From an optimization exercise on the open Yosys and OpenROAD flow, aimed at small area, a short achievable clock period and few clock cycles; shortcuts taken in it are not production practice.
The RTL was checked by simulation tests, not by an equivalence proof against the original design.
The clock port is modelled as an ideal driver; clocking choices that lean on that would not hold on a real chip.
Power and IR drop assume default switching activity.

`flow/run.sh`:
```
#!/bin/bash
# synth_recipe.tcl (not shown) runs the flow's synth.tcl, then flattens the netlist and writes it again
# the make line also repeats each setting of config.mk as NAME=value (left out here)
make -C /OpenROAD-flow-scripts/flow DESIGN_CONFIG=/design/flow/config.mk WORK_HOME=/design/flow/orfs CLKGATE_MAP_FILE= SYNTH_SCRIPT=/design/flow/synth_recipe.tcl finish
```
`flow/config.mk`:
```
export PLATFORM = sky130hd
export DESIGN_NAME = tce
export DESIGN_NICKNAME = tce
export VERILOG_FILES = /design/flow/design.v
export SDC_FILE = /design/flow/constraint.sdc
export NUM_CORES = 4
export LEC_CHECK = 0
export ABC_AREA = 1
export CAP_MARGIN = 20
export CORE_MARGIN = 2
export CORE_UTILIZATION = 40
export SLEW_MARGIN = 20
```
`flow/constraint.sdc`:
```
create_clock -name core_clock -period 32.0 [get_ports {clk}]
set_input_delay 6.4000 -clock core_clock [delete_from_list [all_inputs] [get_ports {clk}]]
set_output_delay 6.4000 -clock core_clock [all_outputs]
set_load 0.01 [all_outputs]
```
`flow/design.v`:
```
module tce (
  input  wire        clk,
  input  wire        rst,
  input  wire [4:0]  bus_addr,
  input  wire        bus_wr,
  input  wire        bus_rd,
  input  wire [31:0] bus_wdata,
  output reg  [31:0] bus_rdata,
  output wire        busy
);
  localparam [4:0] A_ID       = 5'd0,  A_CMD      = 5'd1,  A_STATUS   = 5'd2,
                   A_SEQ_IN   = 5'd3,  A_RES_M_LO = 5'd4,  A_RES_M_HI = 5'd5,
                   A_RES_E    = 5'd6,  A_TOL_M    = 5'd7,  A_OPT_CTL  = 5'd8,
                   A_TCR_V    = 5'd9,  A_R_STATE  = 5'd16, A_SPEC_OHM = 5'd17,
                   A_SPEC_TOL = 5'd18, A_SPEC_MIN = 5'd19, A_SPEC_MAX = 5'd20,
                   A_NORM_OUT = 5'd21, A_Q_OUT    = 5'd22;
  localparam [31:0] ID_VALUE = 32'h5453_0007;
  localparam E_CMD = 2, E_COUNT = 3, E_COLOR = 4, E_TOL = 5, E_TCR = 6,
             E_NOTREP = 7, E_MISSTOL = 8, E_NOLAYOUT = 9, E_BOUNDS = 10,
             E_NORES = 11, E_UNDEF = 12;
  localparam [3:0] C_NOP = 4'd0, C_CON = 4'd1, C_DET = 4'd2, C_WC = 4'd3,
                   C_NORM = 4'd4, C_ILL = 4'd15;    
  reg [26:0] seq_in;
  reg [63:0] res_m;
  reg [15:0] res_e;
  reg [31:0] tol_m;
  reg [9:0]  opt_ctl;
  reg [31:0] tcr_v;
  reg        r_valid;
  reg [2:0]  r_count;
  reg [23:0] r_band;
  reg [9:0]  r_ohm;          
  reg [19:0] r_p;            
  reg [20:0] r_t;
  reg        nr_v;           
  reg [7:0]  nr_x;
  reg [1:0]  nr_len;
  reg [11:0] nr_dig;
  reg        qr_v;           
  reg        qr_neg;
  reg [9:0]  qr_lo;
  reg        st_busy;
  reg        st_ok;
  reg [12:2] st_err;
  reg        st_busywr;
  reg [2:0]  st_errpos;
  reg [3:0]  pend_op;
  reg [3:0]  pend_sym;
  reg [2:0]  pend_pos;
  reg [2:0]  pend_cnt;
  reg [63:0] cm;             
  reg [4:0]  ck;
  assign busy = st_busy;
  function [15:0] cell_mask(input [2:0] pos, input [2:0] cnt);
    begin
      cell_mask = 16'h0000;
      case (cnt)
        3'd1: if (pos == 0) cell_mask = 16'h0001;
        3'd3: case (pos)
                3'd0: cell_mask = 16'h03FE;
                3'd1: cell_mask = 16'h03FF;
                3'd2: cell_mask = 16'h1FFF;
                default: cell_mask = 16'h0000;
              endcase
        3'd4: case (pos)
                3'd0: cell_mask = 16'h03FE;
                3'd1: cell_mask = 16'h03FF;
                3'd2: cell_mask = 16'h1FFF;
                3'd3: cell_mask = 16'h0DFE;
                default: cell_mask = 16'h0000;
              endcase
        3'd5: case (pos)
                3'd0: cell_mask = 16'h03FE;
                3'd1: cell_mask = 16'h03FF;
                3'd2: cell_mask = 16'h03FF;
                3'd3: cell_mask = 16'h1FFF;
                3'd4: cell_mask = 16'h0DFE;
                default: cell_mask = 16'h0000;
              endcase
        3'd6: case (pos)
                3'd0: cell_mask = 16'h03FE;
                3'd1: cell_mask = 16'h03FF;
                3'd2: cell_mask = 16'h03FF;
                3'd3: cell_mask = 16'h1FFF;
                3'd4: cell_mask = 16'h0DFE;
                3'd5: cell_mask = 16'h01FF;
                default: cell_mask = 16'h0000;
              endcase
        default: cell_mask = 16'h0000;
      endcase
    end
  endfunction
  function legal(input [3:0] s, input [2:0] pos, input [2:0] cnt);
    reg [15:0] m;
    begin
      m = cell_mask(pos, cnt);
      legal = m[s];
    end
  endfunction
  function [11:0] tol_bp_of(input [3:0] s);
    begin
      case (s)
        4'd1:  tol_bp_of = 12'd100;
        4'd2:  tol_bp_of = 12'd200;
        4'd3:  tol_bp_of = 12'd5;
        4'd4:  tol_bp_of = 12'd2;
        4'd5:  tol_bp_of = 12'd50;
        4'd6:  tol_bp_of = 12'd25;
        4'd7:  tol_bp_of = 12'd10;
        4'd8:  tol_bp_of = 12'd1;
        4'd10: tol_bp_of = 12'd500;
        4'd11: tol_bp_of = 12'd1000;
        default: tol_bp_of = 12'd0;
      endcase
    end
  endfunction
  function [7:0] tcr_of(input [3:0] s);
    begin
      case (s)
        4'd0: tcr_of = 8'd250;
        4'd1: tcr_of = 8'd100;
        4'd2: tcr_of = 8'd50;
        4'd3: tcr_of = 8'd15;
        4'd4: tcr_of = 8'd25;
        4'd5: tcr_of = 8'd20;
        4'd6: tcr_of = 8'd10;
        4'd7: tcr_of = 8'd5;
        4'd8: tcr_of = 8'd1;
        default: tcr_of = 8'd0;
      endcase
    end
  endfunction
  function [7:0] digexp_of(input [3:0] s);
    begin
      case (s)
        4'd10: digexp_of = 8'hFF;
        4'd11: digexp_of = 8'hFE;
        4'd12: digexp_of = 8'hFD;
        default: digexp_of = {4'd0, s};
      endcase
    end
  endfunction
  function [3:0] sym_of_exp(input [4:0] x);
    begin
      if (!x[4]) sym_of_exp = x[3:0];
      else if (x == 5'h1F) sym_of_exp = 4'd10;
      else if (x == 5'h1E) sym_of_exp = 4'd11;
      else sym_of_exp = 4'd12;
    end
  endfunction
  function [4:0] sym_of_tcr(input [31:0] p);
    begin
      case (p)
        32'd250: sym_of_tcr = {1'b1, 4'd0};
        32'd100: sym_of_tcr = {1'b1, 4'd1};
        32'd50:  sym_of_tcr = {1'b1, 4'd2};
        32'd15:  sym_of_tcr = {1'b1, 4'd3};
        32'd25:  sym_of_tcr = {1'b1, 4'd4};
        32'd20:  sym_of_tcr = {1'b1, 4'd5};
        32'd10:  sym_of_tcr = {1'b1, 4'd6};
        32'd5:   sym_of_tcr = {1'b1, 4'd7};
        32'd1:   sym_of_tcr = {1'b1, 4'd8};
        default: sym_of_tcr = {1'b0, 4'd0};
      endcase
    end
  endfunction
  wire [3:0] b0 = r_band[3:0];
  wire [3:0] b1 = r_band[7:4];
  wire [3:0] b2 = r_band[11:8];
  wire [3:0] b3 = r_band[15:12];
  wire [3:0] b4 = r_band[19:16];
  wire [3:0] b5 = r_band[23:20];
  reg  [7:0]  ohm_e;
  reg  [11:0] spec_tol_bp;
  reg         tcr_some;
  reg  [7:0]  tcr_ppm;
  always @* begin
    ohm_e       = 8'd0;
    spec_tol_bp = 12'd2000;
    tcr_some    = 1'b0;
    tcr_ppm     = 8'd0;
    case (r_count)
      3'd3: ohm_e = digexp_of(b2);
      3'd4: begin
        ohm_e       = digexp_of(b2);
        spec_tol_bp = tol_bp_of(b3);
      end
      3'd5: begin
        ohm_e       = digexp_of(b3);
        spec_tol_bp = tol_bp_of(b4);
      end
      3'd6: begin
        ohm_e       = digexp_of(b3);
        spec_tol_bp = tol_bp_of(b4);
        tcr_some    = 1'b1;
        tcr_ppm     = tcr_of(b5);
      end
      default: ;
    endcase
  end
  wire [7:0]  bnd_e  = ohm_e - 8'd4;
  wire [23:0] r_min  = {r_p, 4'd0} - {3'd0, r_t};
  wire [23:0] r_max  = {r_p, 4'd0} + {3'd0, r_t};
  wire [31:0] r_state_v  = r_valid ? {1'b1, 4'd0, r_count, r_band} : 32'd0;
  wire [31:0] spec_ohm_v = r_valid ? {1'b1, 7'd0, ohm_e, 6'd0, r_ohm} : 32'd0;
  wire [31:0] spec_tol_v = r_valid ? {1'b1, 6'd0, tcr_some, tcr_ppm, 4'd0, spec_tol_bp} : 32'd0;
  wire [31:0] spec_min_v = r_valid ? {bnd_e, r_min} : 32'd0;
  wire [31:0] spec_max_v = r_valid ? {bnd_e, r_max} : 32'd0;
  wire [31:0] status_v = {13'd0, st_errpos, 2'd0, st_busywr, st_err, st_ok, st_busy};
  always @* begin
    case (bus_addr)
      A_ID:       bus_rdata = ID_VALUE;
      A_STATUS:   bus_rdata = status_v;
      A_SEQ_IN:   bus_rdata = {5'd0, seq_in};
      A_RES_M_LO: bus_rdata = res_m[31:0];
      A_RES_M_HI: bus_rdata = res_m[63:32];
      A_RES_E:    bus_rdata = {16'd0, res_e};
      A_TOL_M:    bus_rdata = tol_m;
      A_OPT_CTL:  bus_rdata = {22'd0, opt_ctl};
      A_TCR_V:    bus_rdata = tcr_v;
      A_R_STATE:  bus_rdata = r_state_v;
      A_SPEC_OHM: bus_rdata = spec_ohm_v;
      A_SPEC_TOL: bus_rdata = spec_tol_v;
      A_SPEC_MIN: bus_rdata = spec_min_v;
      A_SPEC_MAX: bus_rdata = spec_max_v;
      A_NORM_OUT: bus_rdata = nr_v ? {1'b1, 7'd0, nr_x, 2'd0, nr_len, nr_dig} : 32'd0;
      A_Q_OUT:    bus_rdata = qr_v ? {1'b1, 15'd0, {6{qr_neg}}, qr_lo} : 32'd0;
      default:    bus_rdata = 32'd0;
    endcase
  end
  wire [62:0] cx = cm[63:1];
  reg  [63:0] cq;
  reg  [4:0]  cc, cn;
  integer     j;
  always @* begin
    cc = 5'b00001;
    for (j = 0; j < 63; j = j + 1) begin
      cq[j] = cx[j] ^ (cc[1] | cc[3]);
      cn[0] = cx[j] ? cc[1] : cc[0];
      cn[1] = cx[j] ? cc[3] : cc[2];
      cn[2] = cx[j] ? cc[0] : cc[4];
      cn[3] = cx[j] ? cc[2] : cc[1];
      cn[4] = cx[j] ? cc[4] : cc[3];
      cc = cn;
    end
    cq[63] = 1'b0;
  end
  wire c_step = !cm[0] && cc[0] && (cm != 64'd0);
  wire [9:0]  c10   = cm[9:0];
  wire        c_hi0 = (cm[63:10] == 54'd0);
  wire        c_z   = c_hi0 && (c10 == 10'd0);
  wire        c_l10 = c_hi0 && (c10 < 10'd10);
  wire        c_l100 = c_hi0 && (c10 < 10'd100);
  wire        c_l1000 = c_hi0 && (c10 < 10'd1000);
  reg [11:0] bcd;
  integer    d;
  always @* begin
    bcd = 12'd0;
    for (d = 9; d >= 0; d = d - 1) begin
      if (bcd[3:0]  >= 4'd5) bcd[3:0]  = bcd[3:0]  + 4'd3;
      if (bcd[7:4]  >= 4'd5) bcd[7:4]  = bcd[7:4]  + 4'd3;
      if (bcd[11:8] >= 4'd5) bcd[11:8] = bcd[11:8] + 4'd3;
      bcd = {bcd[10:0], c10[d]};
    end
  end
  wire [3:0] dh = bcd[11:8], dt = bcd[7:4], du = bcd[3:0];
  wire signed [17:0] ce = {{2{res_e[15]}}, res_e} + {13'd0, ck};
  reg        n_ok;
  reg [1:0]  n_len;
  reg [3:0]  n_d0, n_d1, n_d2;
  reg signed [17:0] n_x;
  always @* begin
    n_ok  = 1'b0;
    n_len = 2'd0;
    n_d0  = 4'd0;
    n_d1  = 4'd0;
    n_d2  = 4'd0;
    n_x   = 18'sd0;
    if (c_z) begin
      n_ok  = 1'b1;
      n_len = 2'd1;
    end else if (c_l1000) begin
      if (c_l10) begin
        n_d0 = du;
        if (ce >= 11) begin n_len = 2'd3; n_x = ce - 2; end
        else          begin n_len = 2'd2; n_x = ce - 1; end
      end else if (c_l100) begin
        n_d0 = dt;
        n_d1 = du;
        if (ce >= 10) begin n_len = 2'd3; n_x = ce - 1; end
        else          begin n_len = 2'd2; n_x = ce;     end
      end else begin
        n_d0  = dh;
        n_d1  = dt;
        n_d2  = du;
        n_len = 2'd3;
        n_x   = ce;
      end
      n_ok = (n_x >= -3) && (n_x <= 9);
    end
  end
  reg        t_m;
  reg [1:0]  t_a;       
  reg [3:0]  t_k;
  reg [31:0] t_p10;
  integer    tk;
  always @* begin
    t_m = 1'b0;
    t_a = 2'd0;
    t_k = 4'd0;
    t_p10 = 32'd1;
    for (tk = 0; tk < 10; tk = tk + 1) begin
      if (tol_m == t_p10)            begin t_m = 1'b1; t_a = 2'd0; t_k = tk; end
      if (tol_m == t_p10 * 2)        begin t_m = 1'b1; t_a = 2'd1; t_k = tk; end
      if (tk < 9 && tol_m == t_p10 * 5)  begin t_m = 1'b1; t_a = 2'd2; t_k = tk; end
      if (tk < 9 && tol_m == t_p10 * 25) begin t_m = 1'b1; t_a = 2'd3; t_k = tk; end
      t_p10 = t_p10 * 10;
    end
  end
  wire [9:0] t_p = {{2{opt_ctl[7]}}, opt_ctl[7:0]} + {6'd0, t_k} + 10'd2;
  reg       tol_def;
  reg [3:0] tol_sym;
  always @* begin
    tol_def = 1'b0;
    tol_sym = 4'd0;
    if (t_m && t_p[9:2] == 8'd0) begin
      case ({t_a, t_p[1:0]})
        4'b00_00: begin tol_def = 1'b1; tol_sym = 4'd8;  end   
        4'b00_01: begin tol_def = 1'b1; tol_sym = 4'd7;  end   
        4'b00_10: begin tol_def = 1'b1; tol_sym = 4'd1;  end   
        4'b00_11: begin tol_def = 1'b1; tol_sym = 4'd11; end   
        4'b01_00: begin tol_def = 1'b1; tol_sym = 4'd4;  end   
        4'b01_10: begin tol_def = 1'b1; tol_sym = 4'd2;  end   
        4'b10_00: begin tol_def = 1'b1; tol_sym = 4'd3;  end   
        4'b10_01: begin tol_def = 1'b1; tol_sym = 4'd5;  end   
        4'b10_10: begin tol_def = 1'b1; tol_sym = 4'd10; end   
        4'b11_00: begin tol_def = 1'b1; tol_sym = 4'd6;  end   
        default: ;
      endcase
    end
  end
  wire [4:0] tcr_lu  = sym_of_tcr(tcr_v);
  wire       tcr_def = tcr_lu[4];
  wire [3:0] tcr_sym = tcr_lu[3:0];
  wire [3:0] sym = pend_sym;
  wire [2:0] pos = pend_pos;
  wire [7:0] sym_de = digexp_of(sym);
  reg        x_ok;
  reg [12:2] x_err;
  reg [2:0]  x_pos;
  reg        x_wr_r;
  reg [2:0]  x_count;
  reg [23:0] x_band;
  reg        x_wr_norm;
  reg        x_wr_q;
  reg        x_q_neg;
  reg [9:0]  x_q_lo;
  reg [2:0]  c_len;
  reg [23:0] c_band;
  reg        c_fail;
  reg [2:0]  c_fpos;
  reg        t_pres, p_pres;
  integer    i;
  always @* begin
    x_ok      = 1'b0;
    x_err     = 11'd0;
    x_pos     = 3'd0;
    x_wr_r    = 1'b0;
    x_count   = 3'd0;
    x_band    = 24'd0;
    x_wr_norm = 1'b0;
    x_wr_q    = 1'b0;
    x_q_neg   = 1'b0;
    x_q_lo    = 10'd0;
    c_len     = 3'd0;
    c_band    = 24'd0;
    c_fail    = 1'b0;
    c_fpos    = 3'd0;
    t_pres    = opt_ctl[8];
    p_pres    = opt_ctl[9];
    case (pend_op)
      C_NOP: x_ok = 1'b1;
      C_CON: begin
        c_len = seq_in[26:24];
        if (c_len != 3'd1 && c_len != 3'd3 && c_len != 3'd4 &&
            c_len != 3'd5 && c_len != 3'd6) begin
          x_err[E_COUNT] = 1'b1;
        end else begin
          for (i = 5; i >= 0; i = i - 1) begin
            if (i < c_len) begin
              c_band[4*i +: 4] = seq_in[4*i +: 4];
              if (!legal(seq_in[4*i +: 4], i[2:0], c_len)) begin
                c_fail = 1'b1;
                c_fpos = i[2:0];
              end
            end
          end
          if (c_fail) begin
            x_err[E_COLOR] = 1'b1;
            x_pos = c_fpos;
          end else begin
            x_ok    = 1'b1;
            x_wr_r  = 1'b1;
            x_count = c_len;
            x_band  = c_band;
          end
        end
      end
      C_DET: begin
        if (t_pres && !tol_def) x_err[E_TOL]    = 1'b1;
        if (p_pres && !tcr_def) x_err[E_TCR]    = 1'b1;
        if (!n_ok)              x_err[E_NOTREP] = 1'b1;
        if (x_err == 11'd0) begin
          case (n_len)
            2'd1: begin
              if (!t_pres && !p_pres) begin
                x_count = 3'd1;
                x_band  = 24'd0;
              end else x_err[E_NOLAYOUT] = 1'b1;
            end
            2'd2: begin
              if (!t_pres && !p_pres) begin
                x_count = 3'd3;
                x_band  = {12'd0, sym_of_exp(n_x[4:0]), n_d1, n_d0};
              end else if (t_pres && !p_pres) begin
                x_count = 3'd4;
                x_band  = {8'd0, tol_sym, sym_of_exp(n_x[4:0]), n_d1, n_d0};
              end else if (t_pres && p_pres) begin
                if (n_x == -3) x_err[E_NOTREP] = 1'b1;
                else begin
                  x_count = 3'd6;
                  x_band  = {tcr_sym, tol_sym, sym_of_exp(n_x[4:0] - 5'd1), 4'd0, n_d1, n_d0};
                end
              end else x_err[E_NOLAYOUT] = 1'b1;
            end
            default: begin
              if (t_pres && !p_pres) begin
                x_count = 3'd5;
                x_band  = {4'd0, tol_sym, sym_of_exp(n_x[4:0]), n_d2, n_d1, n_d0};
              end else if (t_pres && p_pres) begin
                x_count = 3'd6;
                x_band  = {tcr_sym, tol_sym, sym_of_exp(n_x[4:0]), n_d2, n_d1, n_d0};
              end else if (!t_pres && !p_pres) x_err[E_MISSTOL] = 1'b1;
              else x_err[E_NOLAYOUT] = 1'b1;
            end
          endcase
          if (x_err == 11'd0) begin
            x_ok   = 1'b1;
            x_wr_r = 1'b1;
          end
        end
      end
      C_WC: begin
        if (!r_valid) x_err[E_NORES] = 1'b1;
        else if (pos >= r_count) x_err[E_BOUNDS] = 1'b1;
        else if (!legal(sym, pos, r_count)) begin
          x_err[E_COLOR] = 1'b1;
          x_pos = pos;
        end else begin
          c_band = r_band;
          c_band[4*pos +: 4] = sym;
          x_ok    = 1'b1;
          x_wr_r  = 1'b1;
          x_count = r_count;
          x_band  = c_band;
        end
      end
      C_NORM: begin
        x_wr_norm = 1'b1;
        if (n_ok) x_ok = 1'b1;
        else x_err[E_NOTREP] = 1'b1;
      end
      4'd8: begin    
        x_wr_q = 1'b1;
        if (sym <= 4'd9) begin x_ok = 1'b1; x_q_lo = {6'd0, sym}; end
        else x_err[E_UNDEF] = 1'b1;
      end
      4'd9: begin    
        x_wr_q = 1'b1;
        if (sym <= 4'd12) begin
          x_ok = 1'b1; x_q_neg = sym_de[7]; x_q_lo = {{2{sym_de[7]}}, sym_de};
        end else x_err[E_UNDEF] = 1'b1;
      end
      4'd10: begin   
        x_wr_q = 1'b1;
        if (tol_bp_of(sym) != 12'd0) begin x_ok = 1'b1; x_q_lo = tol_bp_of(sym); end
        else x_err[E_UNDEF] = 1'b1;
      end
      4'd11: begin   
        x_wr_q = 1'b1;
        if (tcr_of(sym) != 8'd0) begin x_ok = 1'b1; x_q_lo = {2'd0, tcr_of(sym)}; end
        else x_err[E_UNDEF] = 1'b1;
      end
      4'd12: begin   
        x_wr_q = 1'b1;
        if (tol_def) begin x_ok = 1'b1; x_q_lo = {6'd0, tol_sym}; end
        else x_err[E_UNDEF] = 1'b1;
      end
      4'd13: begin   
        x_wr_q = 1'b1;
        if (tcr_def) begin x_ok = 1'b1; x_q_lo = {6'd0, tcr_sym}; end
        else x_err[E_UNDEF] = 1'b1;
      end
      4'd14: begin   
        x_wr_q = 1'b1;
        x_ok   = 1'b1;
        x_q_lo = {9'd0, legal(sym, pos, pend_cnt)};
      end
      default: x_err[E_CMD] = 1'b1;
    endcase
  end
  reg  [23:0] nb;
  reg  [2:0]  ncnt;
  always @* begin
    if (pend_op == C_CON) begin
      nb   = seq_in[23:0];
      ncnt = seq_in[26:24];
    end else begin
      nb   = r_band;
      nb[4*pos +: 4] = sym;
      ncnt = r_count;
    end
  end
  function [9:0] ohm_of(input [11:0] d, input [2:0] cnt);
    begin
      case (cnt)
        3'd3, 3'd4: ohm_of = 10 * d[3:0] + d[7:4];
        3'd5, 3'd6: ohm_of = 100 * d[3:0] + 10 * d[7:4] + d[11:8];
        default:    ohm_of = 10'd0;
      endcase
    end
  endfunction
  wire       det3  = (n_len == 2'd3) || (opt_ctl[8] && opt_ctl[9]);
  wire [9:0] c_x10  = {c10[6:0], 3'd0} + {c10[8:0], 1'b0};
  wire [9:0] c_x100 = {c10[3:0], 6'd0} + {c10[4:0], 5'd0} + {c10[7:0], 2'd0};
  reg  [9:0] det_ohm;
  always @* begin
    if (c_z)         det_ohm = 10'd0;
    else if (c_l10)  det_ohm = det3 ? c_x100 : c_x10;
    else if (c_l100) det_ohm = det3 ? c_x10 : c10;
    else             det_ohm = c10;
  end
  wire [9:0] n_ohm  = (pend_op == C_DET) ? det_ohm : ohm_of(nb[11:0], ncnt);
  wire [3:0] n_tsym = (pend_op == C_DET) ? tol_sym : ((ncnt == 3'd4) ? nb[15:12] : nb[19:16]);
  wire       n_tnone = (pend_op == C_DET) ? !opt_ctl[8] : (ncnt == 3'd3);
  reg [2:0] tp;
  reg [1:0] tq;
  always @* begin
    if (n_tnone) {tp, tq} = {3'd4, 2'd3};
    else case (n_tsym)
      4'd8:  {tp, tq} = {3'd0, 2'd0};    
      4'd4:  {tp, tq} = {3'd1, 2'd0};    
      4'd3:  {tp, tq} = {3'd0, 2'd1};    
      4'd7:  {tp, tq} = {3'd1, 2'd1};    
      4'd6:  {tp, tq} = {3'd0, 2'd2};    
      4'd5:  {tp, tq} = {3'd1, 2'd2};    
      4'd1:  {tp, tq} = {3'd2, 2'd2};    
      4'd2:  {tp, tq} = {3'd3, 2'd2};    
      4'd10: {tp, tq} = {3'd2, 2'd3};    
      default: {tp, tq} = {3'd3, 2'd3};  
    endcase
  end
  function [19:0] times5(input [19:0] x);
    reg [19:0] y;
    reg        cy;
    integer    b;
    begin
      y  = x << 2;
      cy = 1'b0;
      for (b = 0; b < 20; b = b + 1) begin
        times5[b] = x[b] ^ y[b] ^ cy;
        cy = (x[b] & y[b]) | (cy & (x[b] ^ y[b]));
      end
    end
  endfunction
  wire [19:0] a1 = times5({10'd0, n_ohm});
  wire [19:0] a2 = times5(a1);
  wire [19:0] a3 = times5(a2);
  wire [19:0] a4 = times5(a3);
  reg  [16:0] t5;
  always @* begin
    case (tq)
      2'd0: t5 = {7'd0, n_ohm};
      2'd1: t5 = a1[16:0];
      2'd2: t5 = a2[16:0];
      default: t5 = a3[16:0];
    endcase
  end
  wire [20:0] n_t = {4'd0, t5} << tp;
  wire [31:0] w = bus_wdata;
  reg  [3:0]  w_op;
  always @* begin
    case (w[7:0])
      8'h00: w_op = (w[31:8]  == 24'd0) ? C_NOP  : C_ILL;
      8'h01: w_op = (w[31:8]  == 24'd0) ? C_CON  : C_ILL;
      8'h02: w_op = (w[31:8]  == 24'd0) ? C_DET  : C_ILL;
      8'h03: w_op = (w[31:15] == 17'd0) ? C_WC   : C_ILL;
      8'h04: w_op = (w[31:8]  == 24'd0) ? C_NORM : C_ILL;
      8'h10, 8'h11, 8'h12, 8'h13:
             w_op = (w[31:12] == 20'd0) ? {1'b1, w[2:0]} : C_ILL;
      8'h14, 8'h15:
             w_op = (w[31:8]  == 24'd0) ? {1'b1, w[2:0]} : C_ILL;
      8'h16: w_op = (w[31:19] == 13'd0 && !w[15]) ? 4'd14 : C_ILL;
      default: w_op = C_ILL;
    endcase
  end
  wire wr_op_reg = bus_wr && (bus_addr == A_CMD ||
                              (bus_addr >= A_SEQ_IN && bus_addr <= A_TCR_V));
  wire idle_wr   = bus_wr && !st_busy;
  wire res_cmd   = (pend_op == C_DET) || (pend_op == C_NORM);
  wire commit    = st_busy && !(res_cmd && c_step);
  wire [31:0] wz  = rst ? 32'd0 : bus_wdata;
  wire [15:0] wdec = 16'd1 << bus_addr[3:0];
  wire        wv  = idle_wr && !bus_addr[4];
  always @(posedge clk) begin
    if (rst | (wv & wdec[A_SEQ_IN]))   seq_in       <= wz[26:0];
    if (rst | (wv & wdec[A_RES_M_LO])) res_m[31:0]  <= wz;
    if (rst | (wv & wdec[A_RES_M_HI])) res_m[63:32] <= wz;
    if (rst | (wv & wdec[A_RES_E]))    res_e        <= wz[15:0];
    if (rst | (wv & wdec[A_TOL_M]))    tol_m        <= wz;
    if (rst | (wv & wdec[A_OPT_CTL]))  opt_ctl      <= wz[9:0];
    if (rst | (wv & wdec[A_TCR_V]))    tcr_v        <= wz;
    if (rst | (wv & wdec[A_RES_M_LO])) begin
      cm <= {rst ? 32'd0 : res_m[63:32], wz};
      ck <= 5'd0;
    end else if (wv & wdec[A_RES_M_HI]) begin
      cm <= {bus_wdata, res_m[31:0]};
      ck <= 5'd0;
    end else if (c_step) begin
      cm <= cq;
      ck <= ck + 5'd1;
    end
    if (wv & wdec[A_CMD]) begin
      pend_op  <= w_op;
      pend_sym <= w[11:8];
      pend_pos <= w[14:12];
      pend_cnt <= w[18:16];
    end
    if (rst) begin
      st_busy   <= 1'b0;
      st_ok     <= 1'b0;
      st_err    <= 11'd0;
      st_errpos <= 3'd0;
    end else if (wv & wdec[A_CMD]) begin
      st_busy   <= 1'b1;
      st_ok     <= 1'b0;
      st_err    <= 11'd0;
      st_errpos <= 3'd0;
    end else if (commit) begin
      st_busy   <= 1'b0;
      st_ok     <= x_ok;
      st_err    <= x_err;
      st_errpos <= x_pos;
    end
    if (rst)
      st_busywr <= 1'b0;
    else if (wr_op_reg && st_busy)
      st_busywr <= 1'b1;
    else if (bus_wr && bus_addr == A_STATUS && bus_wdata[13])
      st_busywr <= 1'b0;
    if (rst)
      r_valid <= 1'b0;
    else if (commit && x_wr_r)
      r_valid <= 1'b1;
    if (commit && x_wr_r) begin
      r_count <= x_count;
      r_band  <= x_band;
      r_ohm   <= n_ohm;
      r_p     <= a4;
      r_t     <= n_t;
    end
    if (rst)
      nr_v <= 1'b0;
    else if (commit && x_wr_norm)
      nr_v <= n_ok;
    if (commit && x_wr_norm) begin
      nr_x   <= n_x[7:0];
      nr_len <= n_len;
      nr_dig <= {n_d2, n_d1, n_d0};
    end
    if (rst)
      qr_v <= 1'b0;
    else if (commit && x_wr_q)
      qr_v <= x_ok;
    if (commit && x_wr_q) begin
      qr_neg <= x_q_neg;
      qr_lo  <= x_q_lo;
    end
  end
endmodule
```
==> key figures, run 1 <==
Outcome
  • Status: complete, no violations

Drt
  • Top Metal Used: met5
  • Initial drt markers: 4993
  • TritonRoute pass-1 iters: 6
  • Routed Antenna Nets: 0
  • Routed met2 length: 64.0 mm
  • Average via count per standard cell: 6.05
  • Met3 WL: 15.1 mm
  • Avg WL per Cell: 24.6 µm
  • Routed wire length: 154 mm
  • Routed metal-1 wirelength: 66.6 mm
  • Via count: 37800
  • DRC: 0

Power
  • Static leakage: 17.2 nW
  • Pwr per Cell Area: 112 mW/mm²
  • Max VDD drop: 0.390 mV

Logic synthesis
  • Syn. warnings: 1
  • Syn Inst Count: 4905
  • Flops & latches, synth: 439
  • Synth cell count leaders: nand2_1 (757), inv_1 (733), nand3_1 (722)
  • Number of distinct library cells after synthesis: 71
  • Asr flop ratio synth: 0%
  • Yosys top cell by area: edfxtp_1
  • Sequential cell area fraction in the yosys report: 33.6%
  • Avg Synthesized Cell Area: 7.57 µm²
  • Top FF cell, synth: edfxtp_1
  • EDFF count, synth: 368
  • Most common cell in the synthesized netlist: nand2_1
  • Synthesized area: 0.0371 mm²
  • Synth area leaders: edfxtp_1 (30%), nand3_1 (9.7%), nand2_1 (7.7%)
  • Post-synth top area share: 29.8%
  • Syn_nets: 5199

Worst setup path
  • CP endpoint kind: output port
  • Worst setup SP type: input pin
  • Crit path kind: input pin to output port
  • Critical Path AT: 11.10 ns
  • Critical Path RT: 25.60 ns
  • Worst Path Max Fanout: 12

Clock network
  • Sink Count: 439
  • Setup bufs post-CTS: 0
  • CTS Buf Count: 48
  • CTS Buffer Depth: 3
  • Clock-pin slew on the worst setup and hold paths: 0.06 ns
  • Clock Latency Late Sink: 0.62 ns
  • H-tree Lvls: 2
  • CTS tree: done
  • Post-CTS Resized: 0
  • Cts hold-fix bufs: 0
  • Clk root buf: clkbuf_16

Finish
  • Layout Utilization: 44.5%
  • Diode count: 0
  • Ratio of cells with drive above 1 in the final layout: 5.27%
  • Final Net Count: 5260
  • Synthesis-to-layout area growth: 10.0%
  • Finished Cell Area: 0.0409 mm²

Timing
  • Max Clk Rate: 0.0571 GHz
  • Final hold vios: 0
  • RSZ-0062 raised after global routing: no
  • Slew @ Worst Pin: 1.29 ns
  • Max-slew violation count: 0
  • Setup tns final: 0 ns
  • Final min period: 17.50 ns
  • Slew HR: 13.1%
  • Crit share post-route: 54.7%
  • Max Clock Skew: 0.0419 ns
  • Finish-stage setup viols: 0

Floorplanning
  • Die height: 309 µm
  • Ports: 74
  • Die ar.: 0.0953 mm²
  • Initial core utilization: 40.5%
  • Core Region: 0.0918 mm²
  • Die width: 309 µm
  • FP Rows: 111

Global route
  • Largest net degree at the start of global routing: 65
  • Initial antenna violation count: 6
  • Global-route usage over all layers: 31.5%
  • First-pass GRT wire length: 223 mm
  • Vias in the first global route: 34200
  • Total grt overflow: 0

Place
  • GPL Wtd Cong: 1.07
  • Placed Area: 0.0391 mm²
  • Post-DP HPWL: 125 mm
  • PortBufs: 72

Job
  • Max Cap Violations: 0

Worst hold path
  • Hold WC Path Type: flop to flop
==> where the power goes <==
part	switching, mW	total (mW)	internal [mW]	leakage (nW)
logic	2.11	3.11	1.00	12.3
clock network	0.251	0.599	0.348	0.792
registers	0.108	0.863	0.754	4.12
total	2.47	4.57	2.11	17.2
==> final timing paths <==
| check | start | to | slack [ns] | cells after the start |
|---|---|---|---|---|
| worst min-delay path | st_err[10]$_SDFFE_PP0P_ | st_err[10]$_SDFFE_PP0P_ | 0.47 | 2 |
| worst max-delay path | bus_addr[4] | bus_rdata[24] | 14.50 | 8 |
| worst min register to register | st_err[10]$_SDFFE_PP0P_ | st_err[10]$_SDFFE_PP0P_ | 0.47 | 2 |
| worst max register to register | res_e[0]$_DFFE_PP_ | r_p[19]$_DFFE_PN_ | 16.59 | 51 |
==> per-layer routing <==
metal / track usage (%) / up-vias
met5: 0 / -
met2: 46.4 / 2065
met3: 5.73 / 342
li1: - / 17300
met4: 14.2 / 2
met1: 44.8 / 18100
==> worst max-delay path, stage by stage <==
cell and delay [ns]:
clkdlybuf4s50_1 0.91, inv_1 0.31, nor2_1 0.68, inv_1 0.41, nand2_1 0.27, inv_1 0.23
o311ai_0 1.12, clkdlybuf4s50_1 0.74
==> placed cells by master (no fill, tap or decap), types with 23 or more instances in the layout <==
| cell type | instances |
|---|---|
| a21oi_1 | 184 |
| a221oi_1 | 65 |
| a22oi_1 | 47 |
| a31oi_1 | 23 |
| buf_4 | 52 |
| clkbuf_16 | 49 |
| clkdlybuf4s50_1 | 71 |
| clkinv_1 | 25 |
| dfxtp_1 | 71 |
| edfxtp_1 | 368 |
| fa_1 | 63 |
| ha_1 | 190 |
| inv_1 | 733 |
| nand2_1 | 756 |
| nand3_1 | 722 |
| nand3_2 | 69 |
| nand4_1 | 89 |
| nor2_1 | 468 |
| nor3_1 | 95 |
| nor4_1 | 45 |
| o2111ai_1 | 26 |
| o211ai_1 | 56 |
| o21ai_0 | 258 |
| o221ai_1 | 57 |
| o22ai_1 | 73 |
| xor2_1 | 85 |
==> cell type report <==
type,count,area (µm²)
multi-input combinational,3590,21200
clock buffer,67,1320
tap,1243,1560
clock inverter,23,340
inverter,762,2860
sequential,439,12500
fill,9380,50900
timing repair buffer,125,1130
==> cells by family after synthesis <==
family / count (synthesis) / share of synthesized area (%)
adder cells (fa/ha/maj): 253 / 9.80
flip-flops: 439 / 33.6
XOR/XNOR: 105 / 2.48
buffers and inverters: 876 / 9.59
AO/OA/AOI/OAI: 902 / 15.5
multiplexers: 3 / 0.0808
AND/OR/NAND/NOR: 2327 / 28.9
==> through the flow <==
step | setup WS, ns | cells | power, mW | hold slack, ns
after detailed placement | 14.45 | 6158 | 3.91 | 0.461
final | 14.50 | 6249 | 4.57 | 0.474
after CTS | 14.42 | 6248 | 4.52 | 0.473
after floorplan | 17.36 | 4905 | 3.16 | 0.443
after global routing | 14.49 | 6249 | 5.06 | 0.496
after global placement | 14.41 | 6158 | 3.86 | 0.461
Testbench counts, summed over its fixed seeds: cycles 171,953.
==> inputs of run 2 (changes only) <==
--- a/flow/config.mk
+++ b/flow/config.mk
@@ -8,5 +8,5 @@
 export ABC_AREA = 1
 export CAP_MARGIN = 20
 export CORE_MARGIN = 2
-export CORE_UTILIZATION = 40
+export CORE_UTILIZATION = 65
 export SLEW_MARGIN = 20
==> key figures, run 2 <==
Worst hold path
  • Hold WC Path Type: flop to flop
  • Hold Startpoint: st_err[12]$_SDFFE_PP0P_
  • Hold EP: st_err[12]$_SDFFE_PP0P_
  • Hold path cells: 2 (unchanged)

Worst setup path
  • Register-to-Register Path Depth: 53 (+3.9%)
  • Worst Path Max Fanout: 19 (+7)
  • Crit path kind: input pin to output port
  • Critical Path AT: 11.07 ns (-0.03 ns)
  • Reg2reg end: r_p[18]$_DFFE_PN_
  • Cells along the critical path: clkdlybuf4s50_1 -> nor2_1 -> inv_1 -> nor3_1 -> inv_1 -> nor2_1 -> clkinv_1 -> o211ai_1 -> a21oi_1 -> nand3_1 -> a21oi_1 -> o221ai_1 -> clkdlybuf4s50_1
  • CP max stage cell: clkinv_1
  • Critical Path RT: 25.60 ns (about the same)
  • Top Family by Delay on Critical Path: buffers and inverters
  • Worst setup SP type: input pin
  • Critical Path Max Stage Delay: 1.05 ns (-0.07 ns)
  • Worst flop-to-flop path startpoint: res_e[2]$_DFFE_PP_
  • R2r setup slk: 16.06 ns (-0.53 ns)
  • Crit path buf inv count: 5 (unchanged)
  • CP endpoint kind: output port

Power
  • Static leakage: 17.2 nW (-0.35%)
  • Max VDD drop: 0.689 mV (+77%)
  • Pwr per Cell Area: 116 mW/mm² (+3.8%)
  • Tot Pwr: 4.66 mW (+1.9%)

Place
  • GPL Wtd Cong: 1.12 (+5.1%)
  • Placed Area: 0.0385 mm² (-1.7%)
  • Post-DP HPWL: 118 mm (-5.6%)
  • PortBufs: 72 (unchanged)

Global route
  • GR Layer Usage met2: 70.3% (+24 points)
  • M1 GR Usage: 64.4% (+20 points)
  • Met3 GRT Util: 18.1% (+12 points)
  • First-pass GRT wire length: 220 mm (-0.99%)
  • Global-route usage over all layers: 49.6% (+18 points)
  • Busiest grt layer: met2
  • Largest net degree at the start of global routing: 79 (+22%)
  • Initial antenna violation count: 9 (+3)
  • Total grt overflow: 0 (unchanged)
  • Vias in the first global route: 36200 (+5.9%)

Logic synthesis
  • Syn Inst Count: 4905 (unchanged)
  • Most common cell in the synthesized netlist: nand2_1
  • Largest family of logic cells by synthesized area: simple AND/OR/NAND/NOR gates
  • Syn_nets: 5199 (unchanged)
  • Post-synth top area share: 29.8% (unchanged)
  • Avg Synthesized Cell Area: 7.57 µm² (unchanged)
  • Yosys top cell by area: edfxtp_1
  • Synth Area in Simple Gates: 28.9% (unchanged)
  • Top FF cell, synth: edfxtp_1
  • Post-Synth XOR/XNOR Area: 2.48% (unchanged)
  • Synthesized area: 0.0371 mm² (unchanged)
  • Asr flop ratio synth: 0% (unchanged)
  • Syn. warnings: 1 (unchanged)
  • Post-Synth Adder-Cell Area: 9.80% (unchanged)
  • Flops & latches, synth: 439 (unchanged)
  • Synth area leaders: edfxtp_1 (30%), nand3_1 (9.7%), nand2_1 (7.7%)
  • Multiplexer share of the synthesized area: 0.0808% (unchanged)
  • EDFF count, synth: 368 (unchanged)
  • Synth cell count leaders: nand2_1 (757), inv_1 (733), nand3_1 (722)
  • Number of distinct library cells after synthesis: 71 (unchanged)
  • Complex-gate fraction of the synthesized area: 15.5% (unchanged)
  • Sequential cell area fraction in the yosys report: 33.6% (unchanged)

Clock network
  • Clock Latency Late Sink: 0.63 ns (about the same)
  • Clk root buf: clkbuf_16
  • CTS tree: done
  • CTS Buf Count: 47 (-2.1%)
  • Clock-pin slew on the worst setup and hold paths: 0.06 ns (about the same)
  • Post-CTS Resized: 0 (unchanged)
  • CTS Buffer Depth: 3 (unchanged)
  • Cts hold-fix bufs: 0 (unchanged)
  • Sink Count: 439 (unchanged)
  • Setup bufs post-CTS: 0 (unchanged)
  • H-tree Lvls: 2 (unchanged)

Finish
  • Most common cell after layout, fill and taps aside: nand2_1
  • Ratio of cells with drive above 1 in the final layout: 5.17% (-0.11 points)
  • Synthesis-to-layout area growth: 7.91%
  • Layout Utilization: 70.9% (+26 points)
  • Commonest non-fill, non-tap cells in the layout: nand2_1 (756), inv_1 (732), nand3_1 (722)
  • Finished Cell Area: 0.0401 mm² (-1.9%)
  • Final Net Count: 5250 (-0.19%)
  • Filler cells: 4466 (-52%)

Timing
  • Final hold vios: 0 (unchanged)
  • RSZ-0062 raised after global routing: no
  • Max-slew violation count: 0 (unchanged)
  • Setup tns final: 0 ns (unchanged)
  • Finish-stage setup viols: 0 (unchanged)
  • Slew HR: 14.6% (+1.5 points)
  • Slew @ Worst Pin: 1.27 ns (-0.0197 ns)
  • Max Clock Skew: 0.0238 ns (-0.0181 ns)
  • Final min period: 17.47 ns (-0.0376 ns)
  • Max Clk Rate: 0.0573 GHz (+0.22%)
  • Crit share post-route: 54.6% (-0.12 points)

Floorplanning
  • Ports: 74 (unchanged)
  • FP Rows: 87 (-22%)
  • Core Region: 0.0565 mm² (-38%)
  • Die width: 243 µm (-21%)
  • Initial core utilization: 65.7% (+25 points)
  • Die height: 243 µm (-21%)
  • Die ar.: 0.0591 mm² (-38%)

Drt
  • TritonRoute pass-1 iters: 10 (+4)
  • Routed Antenna Nets: 0 (unchanged)
  • Initial drt markers: 7079 (+42%)
  • Average via count per standard cell: 6.89 (+14%)
  • DRC: 0 (unchanged)
  • Via count: 39700 (+5.0%)
  • Routed wire length: 150 mm (-2.3%)
  • Avg WL per Cell: 26.1 µm (+6.1%)

Outcome
  • Status: complete, no violations

Job
  • Max Cap Violations: 0 (unchanged)
==> run 2: cell counts after synthesis <==
No cell type changed its count.
==> run 2: worst max-delay path by stage <==
stage                      startpoint            end  cells after the start
after floorplan           bus_addr[2]  bus_rdata[13]                      9
after global placement    bus_addr[2]  bus_rdata[20]                     13
after detailed placement  bus_addr[2]  bus_rdata[20]                     13
after CTS                 bus_addr[2]  bus_rdata[20]                     13
after global routing      bus_addr[2]  bus_rdata[20]                     13
final                     bus_addr[2]  bus_rdata[20]                     13
==> run 2: metrics by stage <==
step	hold WS, ns	std cells	worst slack [ns]
after floorplan	0.443	4905	17.36
after global placement	0.460	5663	14.97
after detailed placement	0.458	5663	14.99
after CTS	0.467	5751	14.98
after global routing	0.498	5751	14.67
final	0.473	5754	14.53
==> run 2: routing by layer <==
layer,share of wire [%],vias up
met5,0.051,-
met1,35,18000
met2,40,3595
met3,17,743
met4,7.8,12
li1,-,17300
==> run 2: worst reg2reg max path, delay by kind of cell (launching register included) <==
kind                     cells  cell delay [ns]
XOR/XNOR                     1             0.55
flip-flops                   1             0.53
adder cells (fa/ha/maj)     22             9.10
buffers and inverters       10             1.83
AND/OR/NAND/NOR             15             2.89
AO/OA/AOI/OAI                5             0.85
==> run 2: power by group <==
group / internal [mW] / total (mW) / switching, mW
registers: 0.754 / 0.868 / 0.114
clock network: 0.321 / 0.578 / 0.257
logic: 1.01 / 3.21 / 2.21
total: 2.08 / 4.66 / 2.58
==> run 2: final cells by class <==
type                       instances  area (µm²)  area share [%]
multi-input combinational       3590       21200            52.8
sequential                       439       12500            31.1
inverter                         762        2860            7.14
clock buffer                      58        1280            3.18
timing repair buffer             116        1050            2.61
tap                              756         946            2.36
clock inverter                    30         320           0.799
antenna                            3        7.51          0.0187
==> run 2: cells by family (layout without fill, tap and decap cells) <==
family / after synthesis / count (layout)
fa+ha+maj: 253 / 253
compound gates: 902 / 902
simple gates: 2327 / 2327
buf+inv: 876 / 966
mux: 3 / 3
xor+xnor: 105 / 105
flops: 439 / 439
other cells: 0 / 3
==> inputs of run 3 (changes only) <==
==> flow/flow/run.sh (new file) <==
#!/bin/bash
# Standard ORFS layout, with one extra step after CTS: the port buffers are
# resized and the resizer repairs setup against a tighter target, so the
# achieved clock period is short. Each tool's output goes to its own log.
set -euo pipefail
bash standard.sh cts > std_to_cts.log 2>&1
export RESULTS="$PWD/orfs/results/${FLOW_PLATFORM}/tce/base"
openroad -no_init -exit flow/tune.tcl > tune.log 2>&1
bash standard.sh > std_finish.log 2>&1
test -f out/final.def
==> flow/flow/tune.tcl (new file) <==
# Post-CTS timing tune: replace the delay cells ORFS puts on the ports with
# plain buffers, then repair setup with a margin, then legalise.
set plat $::env(FLOW_HOME)/platforms/$::env(FLOW_PLATFORM)
read_liberty $plat/lib/sky130_fd_sc_hd__tt_025C_1v80.lib
read_db $::env(RESULTS)/4_cts.odb
read_sdc $::env(RESULTS)/4_cts.sdc
source $plat/setRC.tcl
set_dont_use [list sky130_fd_sc_hd__probe_p_8 sky130_fd_sc_hd__probec_p_8 \
  sky130_fd_sc_hd__lpflow_* sky130_fd_sc_hd__clkdlybuf4s*]
estimate_parasitics -placement
report_worst_slack
report_design_area
set n 0
foreach inst [get_cells -filter "ref_name =~ sky130_fd_sc_hd__clkdlybuf4s*"] {
  set nm [get_full_name $inst]
  if {[string match input* $nm] || [string match output* $nm]} {
    replace_cell $inst sky130_fd_sc_hd__buf_2
    incr n
  }
}
puts "port buffers replaced: $n"
estimate_parasitics -placement
repair_design -slew_margin 20 -cap_margin 20
repair_timing -setup -setup_margin 18 -skip_pin_swap
detailed_placement
check_placement
estimate_parasitics -placement
report_worst_slack
report_design_area
write_db $::env(RESULTS)/4_cts.odb
==> flow/standard.sh (new file) <==
#!/bin/bash
# synth_recipe.tcl (not shown) runs the flow's synth.tcl, then flattens the netlist and writes it again
# the make line also repeats each setting of config.mk as NAME=value (left out here)
make -C /OpenROAD-flow-scripts/flow DESIGN_CONFIG=/design/flow/config.mk WORK_HOME=/design/flow/orfs CLKGATE_MAP_FILE= SYNTH_SCRIPT=/design/flow/synth_recipe.tcl "${@:-finish}"
removed: flow/run.sh
==> key figures, run 3 <==
Global route
  • Vias in the first global route: 37200 (+2.8%)
  • Initial antenna violation count: 9 (unchanged)
  • First-pass GRT wire length: 227 mm (+3.2%)
  • Largest net degree at the start of global routing: 79 (unchanged)
  • Global-route usage over all layers: 51.2% (+1.6 points)
  • Total grt overflow: 0 (unchanged)

Drt
  • Routed wire length: 156 mm (+3.5%)
  • TritonRoute pass-1 iters: 19 (+9)
  • Via count: 40700 (+2.6%)
  • Initial drt markers: 7562 (+6.8%)
  • DRC: 0 (unchanged)
  • Average via count per standard cell: 6.94 (+0.68%)
  • Routed Antenna Nets: 0 (unchanged)
  • Avg WL per Cell: 26.5 µm (+1.6%)

Logic synthesis
  • Top FF cell, synth: edfxtp_1
  • Syn_nets: 5199 (unchanged)
  • Syn Inst Count: 4905 (unchanged)
  • EDFF count, synth: 368 (unchanged)
  • Syn. warnings: 1 (unchanged)
  • Synthesized area: 0.0371 mm² (unchanged)
  • Sequential cell area fraction in the yosys report: 33.6% (unchanged)
  • Asr flop ratio synth: 0% (unchanged)
  • Post-synth top area share: 29.8% (unchanged)
  • Number of distinct library cells after synthesis: 71 (unchanged)
  • Avg Synthesized Cell Area: 7.57 µm² (unchanged)
  • Most common cell in the synthesized netlist: nand2_1
  • Yosys top cell by area: edfxtp_1
  • Flops & latches, synth: 439 (unchanged)
  • Synth cell count leaders: nand2_1 (757), inv_1 (733), nand3_1 (722)
  • Synth area leaders: edfxtp_1 (30%), nand3_1 (9.7%), nand2_1 (7.7%)

Job
  • Max Cap Violations: 0 (unchanged)

Worst setup path
  • Worst setup SP type: input pin
  • Worst Path Max Fanout: 11 (-8)
  • Crit path kind: input pin to output port
  • Critical Path AT: 8.79 ns (-2.28 ns)
  • Reg2reg end: r_p[19]$_DFFE_PN_
  • CP endpoint kind: output port
  • Critical Path RT: 25.60 ns (about the same)
  • Register-to-Register Path Depth: 54 (+1.9%)
  • Worst flop-to-flop path startpoint: res_e[0]$_DFFE_PP_
  • Crit. Startpoint: bus_addr[0]
  • R2r setup slk: 17.44 ns (+1.38 ns)

Clock network
  • Sink Count: 439 (unchanged)
  • Clock Latency Late Sink: 0.63 ns (about the same)
  • Clk root buf: clkbuf_16
  • CTS Buf Count: 47 (unchanged)
  • Cts hold-fix bufs: 0 (unchanged)
  • CTS tree: done
  • Clock-pin slew on the worst setup and hold paths: 0.06 ns (about the same)
  • H-tree Lvls: 2 (unchanged)
  • CTS Buffer Depth: 3 (unchanged)
  • Post-CTS Resized: 0 (unchanged)
  • Setup bufs post-CTS: 0 (unchanged)

Worst hold path
  • Hold EP: st_err[12]$_SDFFE_PP0P_
  • Hold path cells: 2 (unchanged)
  • Hold Startpoint: st_err[12]$_SDFFE_PP0P_
  • Hold WC Path Type: flop to flop

Floorplanning
  • Ports: 74 (unchanged)
  • Core Region: 0.0565 mm² (unchanged)
  • Die height: 243 µm (unchanged)
  • FP Rows: 87 (unchanged)
  • Die ar.: 0.0591 mm² (unchanged)
  • Die width: 243 µm (unchanged)
  • Initial core utilization: 65.7% (unchanged)

Power
  • Tot Pwr: 4.70 mW (+0.82%)
  • Max VDD drop: 0.689 mV (about the same)
  • Static leakage: 17.8 nW (+4.0%)
  • Pwr per Cell Area: 113 mW/mm² (-2.7%)

Finish
  • Final Net Count: 5354 (+2.0%)
  • Ratio of cells with drive above 1 in the final layout: 10.5% (+5.4 points)
  • Area of the multi-input gates: 0.0220 mm² (+4.2%)
  • Commonest non-fill, non-tap cells in the layout: nand2_1 (745), nand3_1 (718), inv_1 (711)
  • Finished Layout Cells: 5863 (+1.9%)
  • Finished Cell Area: 0.0415 mm² (+3.6%)
  • Synthesis-to-layout area growth: 11.8%
  • Register area: 0.0125 mm² (unchanged)
  • Most common cell after layout, fill and taps aside: nand2_1
  • Filler cells: 4260 (-4.6%)

Timing
  • Finish-stage setup viols: 0 (unchanged)
  • Max Clock Skew: 0.0211 ns (-0.00277 ns)
  • Slew HR: 16.4% (+1.8 points)
  • Max Clk Rate: 0.0658 GHz (+15%)
  • Final min period: 15.19 ns (-2.27 ns)
  • Setup tns final: 0 ns (unchanged)
  • Slew @ Worst Pin: 1.25 ns (-0.0184 ns)
  • Max-slew violation count: 0 (unchanged)
  • Crit share post-route: 47.5% (-7.1 points)
  • Final hold vios: 0 (unchanged)
  • RSZ-0062 raised after global routing: no

Place
  • # placed instances: 5663 (unchanged)
  • PortBufs: 72 (unchanged)
  • Placed Area: 0.0385 mm² (unchanged)
  • Post-DP HPWL: 118 mm (unchanged)
  • GPL Wtd Cong: 1.12 (unchanged)

Outcome
  • Status: complete, no violations
-- run 3: cell counts after synthesis --
Identical to the previous run, type by type.
-- run 3: cells by family (layout without fill, tap and decap cells) --
group / count (synthesis) / count (layout) / share of synthesized area (%)
multiplexers: 3 / 3 / 0.0808
buffers and inverters: 876 / 1070 / 9.59
other: 0 / 8 / 0
AO/OA/AOI/OAI: 902 / 902 / 15.5
flip-flops: 439 / 439 / 33.6
XOR/XNOR: 105 / 105 / 2.48
AND/OR/NAND/NOR: 2327 / 2327 / 28.9
adder cells (fa/ha/maj): 253 / 253 / 9.80
-- run 3: cell type report --
| type | count | share of cell area [%] |
|---|---|---|
| clock buffer | 58 | 3.07 |
| antenna | 8 | 0.0482 |
| clock inverter | 30 | 0.771 |
| timing repair inverter | 1 | 0.0181 |
| tap | 756 | 2.28 |
| inverter | 762 | 7.09 |
| multi-input combinational | 3590 | 53.0 |
| sequential | 439 | 30.0 |
| timing repair buffer | 219 | 3.64 |
-- run 3: layer usage --
metal	up-vias	global-route usage (%)	part of all wire, %
li1	17500	-	-
met1	18500	64.8	34
met2	3804	72.9	40
met3	882	20.1	17
met4	10	32.2	8.3
met5	-	1.06	0.078
-- run 3: how the worst max path moves through the flow --
stage	cells after the start	to
final	14	bus_rdata[23]
after global routing	56	r_p[19]$_DFFE_PN_
after floorplan	9	bus_rdata[13]
after CTS	13	bus_rdata[20]
after detailed placement	13	bus_rdata[20]
after global placement	13	bus_rdata[20]
-- run 3: worst max-delay path: stages --
cell	delay [ns]
buf_12	0.11
inv_8	0.05
buf_2	0.10
nor3_2	0.04
inv_2	0.14
nor2_4	0.06
clkinvlp_4	0.09
buf_12	0.15
o21ai_0	0.11
a221oi_1	0.34
nand4_1	0.53
a21oi_2	0.34
o2111ai_1	0.16
buf_2	0.17
-- run 3: per-stage QoR --
stage	utilization [%]	hold WS, ns	worst slack, ns
3_5_place_dp	68.1	0.458	14.99
6_report	73.5	0.471	16.81
5_1_grt	73.5	0.498	16.81
2_1_floorplan	-	0.443	17.36
4_1_cts	70.9	0.467	14.98
3_3_place_gp	68.1	0.460	14.97
-- run 3: where the power goes --
part           internal [mW]  switching, mW  total (mW)
registers              0.754          0.116       0.870
logic                   1.01           2.24        3.25
clock network          0.321          0.258       0.579
total                   2.08           2.61        4.70
==> inputs of run 4 (changes only) <==
==> flow/flow/run.sh (replaced) <==
#!/bin/bash
# Standard ORFS layout, tuned for a short achieved clock period:
#  - every repair_timing in the standard stages (CTS, global route) aims at a
#    setup slack of 17.5 ns against the 32 ns clock, i.e. a ~14.5 ns period;
#  - after CTS the delay cells ORFS puts on the ports are replaced by plain
#    buffers and setup is repaired again (flow/tune.tcl).
# Each tool's output goes to its own log in this folder.
set -euo pipefail
export SETUP_SLACK_MARGIN=17.5
bash standard.sh cts > std_to_cts.log 2>&1
export RESULTS="$PWD/orfs/results/${FLOW_PLATFORM}/tce/base"
openroad -no_init -exit flow/tune.tcl > tune.log 2>&1
bash standard.sh > std_finish.log 2>&1
test -f out/final.def
--- a/flow/flow/tune.tcl
+++ b/flow/flow/tune.tcl
@@ -21,7 +21,7 @@
 puts "port buffers replaced: $n"
 estimate_parasitics -placement
 repair_design -slew_margin 20 -cap_margin 20
-repair_timing -setup -setup_margin 18 -skip_pin_swap
+repair_timing -setup -setup_margin 17.5 -skip_pin_swap
 detailed_placement
 check_placement
 estimate_parasitics -placement
--- a/flow/config.mk
+++ b/flow/config.mk
@@ -8,5 +8,5 @@
 export ABC_AREA = 1
 export CAP_MARGIN = 20
 export CORE_MARGIN = 2
-export CORE_UTILIZATION = 65
+export CORE_UTILIZATION = 55
 export SLEW_MARGIN = 20
==> key figures, run 4 <==
Drt
  • TritonRoute pass-1 iters: 12 (-7)
  • Via count: 39700 (-2.5%)
  • Avg WL per Cell: 26.2 µm (-1.2%)
  • Routed Antenna Nets: 0 (unchanged)
  • Routed wire length: 159 mm (+2.0%)
  • Initial drt markers: 6245 (-17%)
  • Average via count per standard cell: 6.56 (-5.6%)
  • DRC: 0 (unchanged)

Logic synthesis
  • Avg Synthesized Cell Area: 7.57 µm² (unchanged)
  • EDFF count, synth: 368 (unchanged)
  • Yosys top cell by area: edfxtp_1
  • Number of distinct library cells after synthesis: 71 (unchanged)
  • Synth cell count leaders: nand2_1 (757), inv_1 (733), nand3_1 (722)
  • Most common cell in the synthesized netlist: nand2_1
  • Post-synth top area share: 29.8% (unchanged)
  • Synth area leaders: edfxtp_1 (30%), nand3_1 (9.7%), nand2_1 (7.7%)
  • Syn Inst Count: 4905 (unchanged)
  • Synthesized area: 0.0371 mm² (unchanged)
  • Flops & latches, synth: 439 (unchanged)
  • Sequential cell area fraction in the yosys report: 33.6% (unchanged)
  • Asr flop ratio synth: 0% (unchanged)
  • Top FF cell, synth: edfxtp_1
  • Syn_nets: 5199 (unchanged)
  • Syn. warnings: 1 (unchanged)

Finish
  • Commonest non-fill, non-tap cells in the layout: nand2_1 (735), inv_1 (709), nand3_1 (709)
  • Synthesis-to-layout area growth: 16.3%
  • Finished Cell Area: 0.0432 mm² (+4.0%)
  • Final Net Count: 5427 (+1.4%)
  • Finished Layout Cells: 6050 (+3.2%)
  • Most common cell after layout, fill and taps aside: nand2_1
  • Ratio of cells with drive above 1 in the final layout: 13.4% (+2.9 points)

Power
  • Tot Pwr: 4.66 mW (-0.68%)
  • Max VDD drop: 0.547 mV (-21%)
  • Power share of the clock group: 12.1% (-0.2 points)
  • Pwr per Cell Area: 108 mW/mm² (-4.5%)
  • Gate power share: 69.2% (about the same)
  • Register share of total power: 18.7% (+0.2 points)
  • Switch share: 55.7% (about the same)
  • Int Pwr: 2.07 mW (-0.75%)
  • Static leakage: 18.6 nW (+4.1%)
  • Switching pwr: 2.60 mW (-0.61%)

Timing
  • Final min period: 14.96 ns (-0.236 ns)
  • Max Clk Rate: 0.0669 GHz (+1.6%)
  • Worst hold slack: 0.491 ns (+0.0197 ns)
  • Finish-stage setup viols: 0 (unchanged)
  • Max-slew violation count: 0 (unchanged)
  • Setup tns final: 0 ns (unchanged)
  • Crit share post-route: 46.7% (-0.74 points)
  • Slew HR: 8.96% (-7.5 points)
  • Slew @ Worst Pin: 1.36 ns (+0.112 ns)
  • RSZ-0062 raised after global routing: yes
  • Final hold vios: 0 (unchanged)
  • Max Clock Skew: 0.0291 ns (+0.00807 ns)

Worst setup path
  • Critical Path RT: 25.60 ns (about the same)
  • Crit path kind: input pin to output port
  • Worst Path Max Fanout: 8 (-3)
  • CP endpoint kind: output port
  • Worst setup SP type: input pin
  • Critical Path AT: 8.56 ns (-0.23 ns)

Floorplanning
  • Die ar.: 0.0696 mm² (+18%)
  • FP Rows: 95 (+9.2%)
  • Ports: 74 (unchanged)
  • Die width: 264 µm (+8.6%)
  • Die height: 264 µm (+8.6%)
  • Initial core utilization: 55.4% (-10 points)
  • Core Region: 0.0670 mm² (+19%)

Global route
  • Vias in the first global route: 35600 (-4.3%)
  • Global-route usage over all layers: 44.1% (-7.1 points)
  • First-pass GRT wire length: 229 mm (+0.49%)
  • Largest net degree at the start of global routing: 79 (unchanged)
  • Total grt overflow: 0 (unchanged)
  • Initial antenna violation count: 12 (+3)

Clock network
  • CTS Buffer Depth: 3 (unchanged)
  • CTS Buf Count: 48 (+2.1%)
  • Sink Count: 439 (unchanged)
  • Clock Latency Late Sink: 0.64 ns (about the same)
  • H-tree Lvls: 2 (unchanged)
  • CTS tree: done
  • Clk root buf: clkbuf_16
  • Clock-pin slew on the worst setup and hold paths: 0.07 ns (about the same)

Worst hold path
  • Hold WC Path Type: flop to flop

Place
  • GPL Wtd Cong: 1.11 (-1.4%)
  • Post-DP HPWL: 121 mm (+2.5%)
  • # placed instances: 5785 (+2.2%)
  • PortBufs: 72 (unchanged)
  • Placed Area: 0.0387 mm² (+0.50%)

Job
  • Max Cap Violations: 0 (unchanged)

Outcome
  • Status: complete, no violations
run 4: cell count changes in the layout (fill, tap and decap cells not counted), sizes merged:
| cell | before | now |
|---|---|---|
| inv | 743 | 731 |
| clkbuf | 64 | 63 |
| clkinv | 32 | 41 |
| nor2 | 483 | 484 |
| diode | 8 | 5 |
| buf | 213 | 288 |
| clkinvlp | 14 | 16 |
| bufbuf | 0 | 1 |
| bufinv | 4 | 2 |
run 4: per-stage QoR:
step,util [%],setup slack [ns]
floorplan,-,17.48
global placement,57.7,14.93
detailed placement,57.7,15.02
CTS,63.1,17.21
global route,64.4,17.05
finish,64.4,17.04
run 4: cells by family after synthesis:
group	Yosys count	share of synthesized area (%)
buf+inv	876	9.59
simple gates	2327	28.9
fa+ha+maj	253	9.80
compound gates	902	15.5
mux	3	0.0808
flops	439	33.6
xor+xnor	105	2.48
run 4: power by group through the flow:
stage	sequential, mW	combinational (mW)	clock, mW
floorplan	0.819	2.34	0
global placement	0.874	3.03	0
detailed placement	0.874	3.12	0
CTS	0.865	3.14	0.556
global route	0.878	3.62	0.577
finish	0.871	3.23	0.563
run 4: area by class of cell:
type | instances | area (µm²)
multi-input combinational | 3591 | 22700
fill | 5921 | 23800
inverter | 762 | 2990
timing repair inverter | 1 | 16.3
clock inverter | 27 | 243
antenna | 5 | 12.5
clock buffer | 62 | 1300
sequential | 439 | 12500
tap | 873 | 1090
timing repair buffer | 290 | 2360
run 4: path summary, 6_finish.rpt:
path | startpoint | endpoint | slack [ns] | depth (start not counted)
max | bus_addr[3] | bus_rdata[13] | 17.04 | 14
min | st_err[12]$_SDFFE_PP0P_ | st_err[12]$_SDFFE_PP0P_ | 0.49 | 2
max reg2reg | pend_pos[0]$_DFFE_PP_ | r_p[18]$_DFFE_PN_ | 17.93 | 40
min reg2reg | st_err[12]$_SDFFE_PP0P_ | st_err[12]$_SDFFE_PP0P_ | 0.49 | 2
run 4: critical path, stage by stage:
cell,delay [ns]
buf_12,0.09
inv_2,0.04
nand2_2,0.10
inv_4,0.06
nand2_4,0.08
nor2_1,0.06
buf_6,0.15
clkinv_8,0.08
o22ai_4,0.07
a221oi_4,0.28
nand3_2,0.16
a211oi_4,0.56
o311ai_1,0.20
buf_2,0.19
run 4: routing by layer:
metal | GRT usage [%] | wire length [µm]
met5 | 0 | 13
met3 | 12.9 | 21900
met1 | 59.5 | 60600
met2 | 62.2 | 63500
met4 | 27.1 | 12600
run 4: timing repair:
action | CTS | global route
resized for setup | 425 | 99
endpoints found under the setup margin | 36 | 36
gates cloned | 4 | 0
hold buffers | 0 | 0
buffers inserted | 99 | 34
pin swaps | 67 | 66

-- port drivers added, routing unchanged --
In the flow no input, the clock included, has a driving cell. The finished layouts below were timed again as built, in two steps. Step 1 (the two cells are an assumption about what drives the block):
set clk [get_ports {clk}]
set_driving_cell -lib_cell sky130_fd_sc_hd__clkbuf_16 $clk
set_driving_cell -lib_cell sky130_fd_sc_hd__buf_2 [delete_from_list [all_inputs] $clk]
Step 2 also shifts input and output timing later by t, the mid clock arrival at the registers, as if the neighbouring blocks saw the same clock. Slacks: ideal ports / drivers / drivers and shift; pairs: ideal ports / drivers.
run | shift t [ns] | setup WS [ns] | worst hold slack (ns) | cell pins on the clock port's net
run 1 | 0.659 | 14.496 / 14.462 / 14.462 | 0.474 / 0.474 / 0.474 | 1
run 2 | 0.695 | 14.534 / 14.491 / 14.491 | 0.473 / 0.473 / 0.473 | 1
run 3 | 0.697 | 16.805 / 16.745 / 16.745 | 0.471 / 0.471 / 0.471 | 1
run 4 | 0.701 | 17.041 / 16.920 / 16.920 | 0.491 / 0.491 / 0.491 | 1
After both steps setup and hold are still met in every run listed. The setup slack of run 4, which loses most, moves by -0.121 ns with the drivers and by -0.121 ns with both steps.
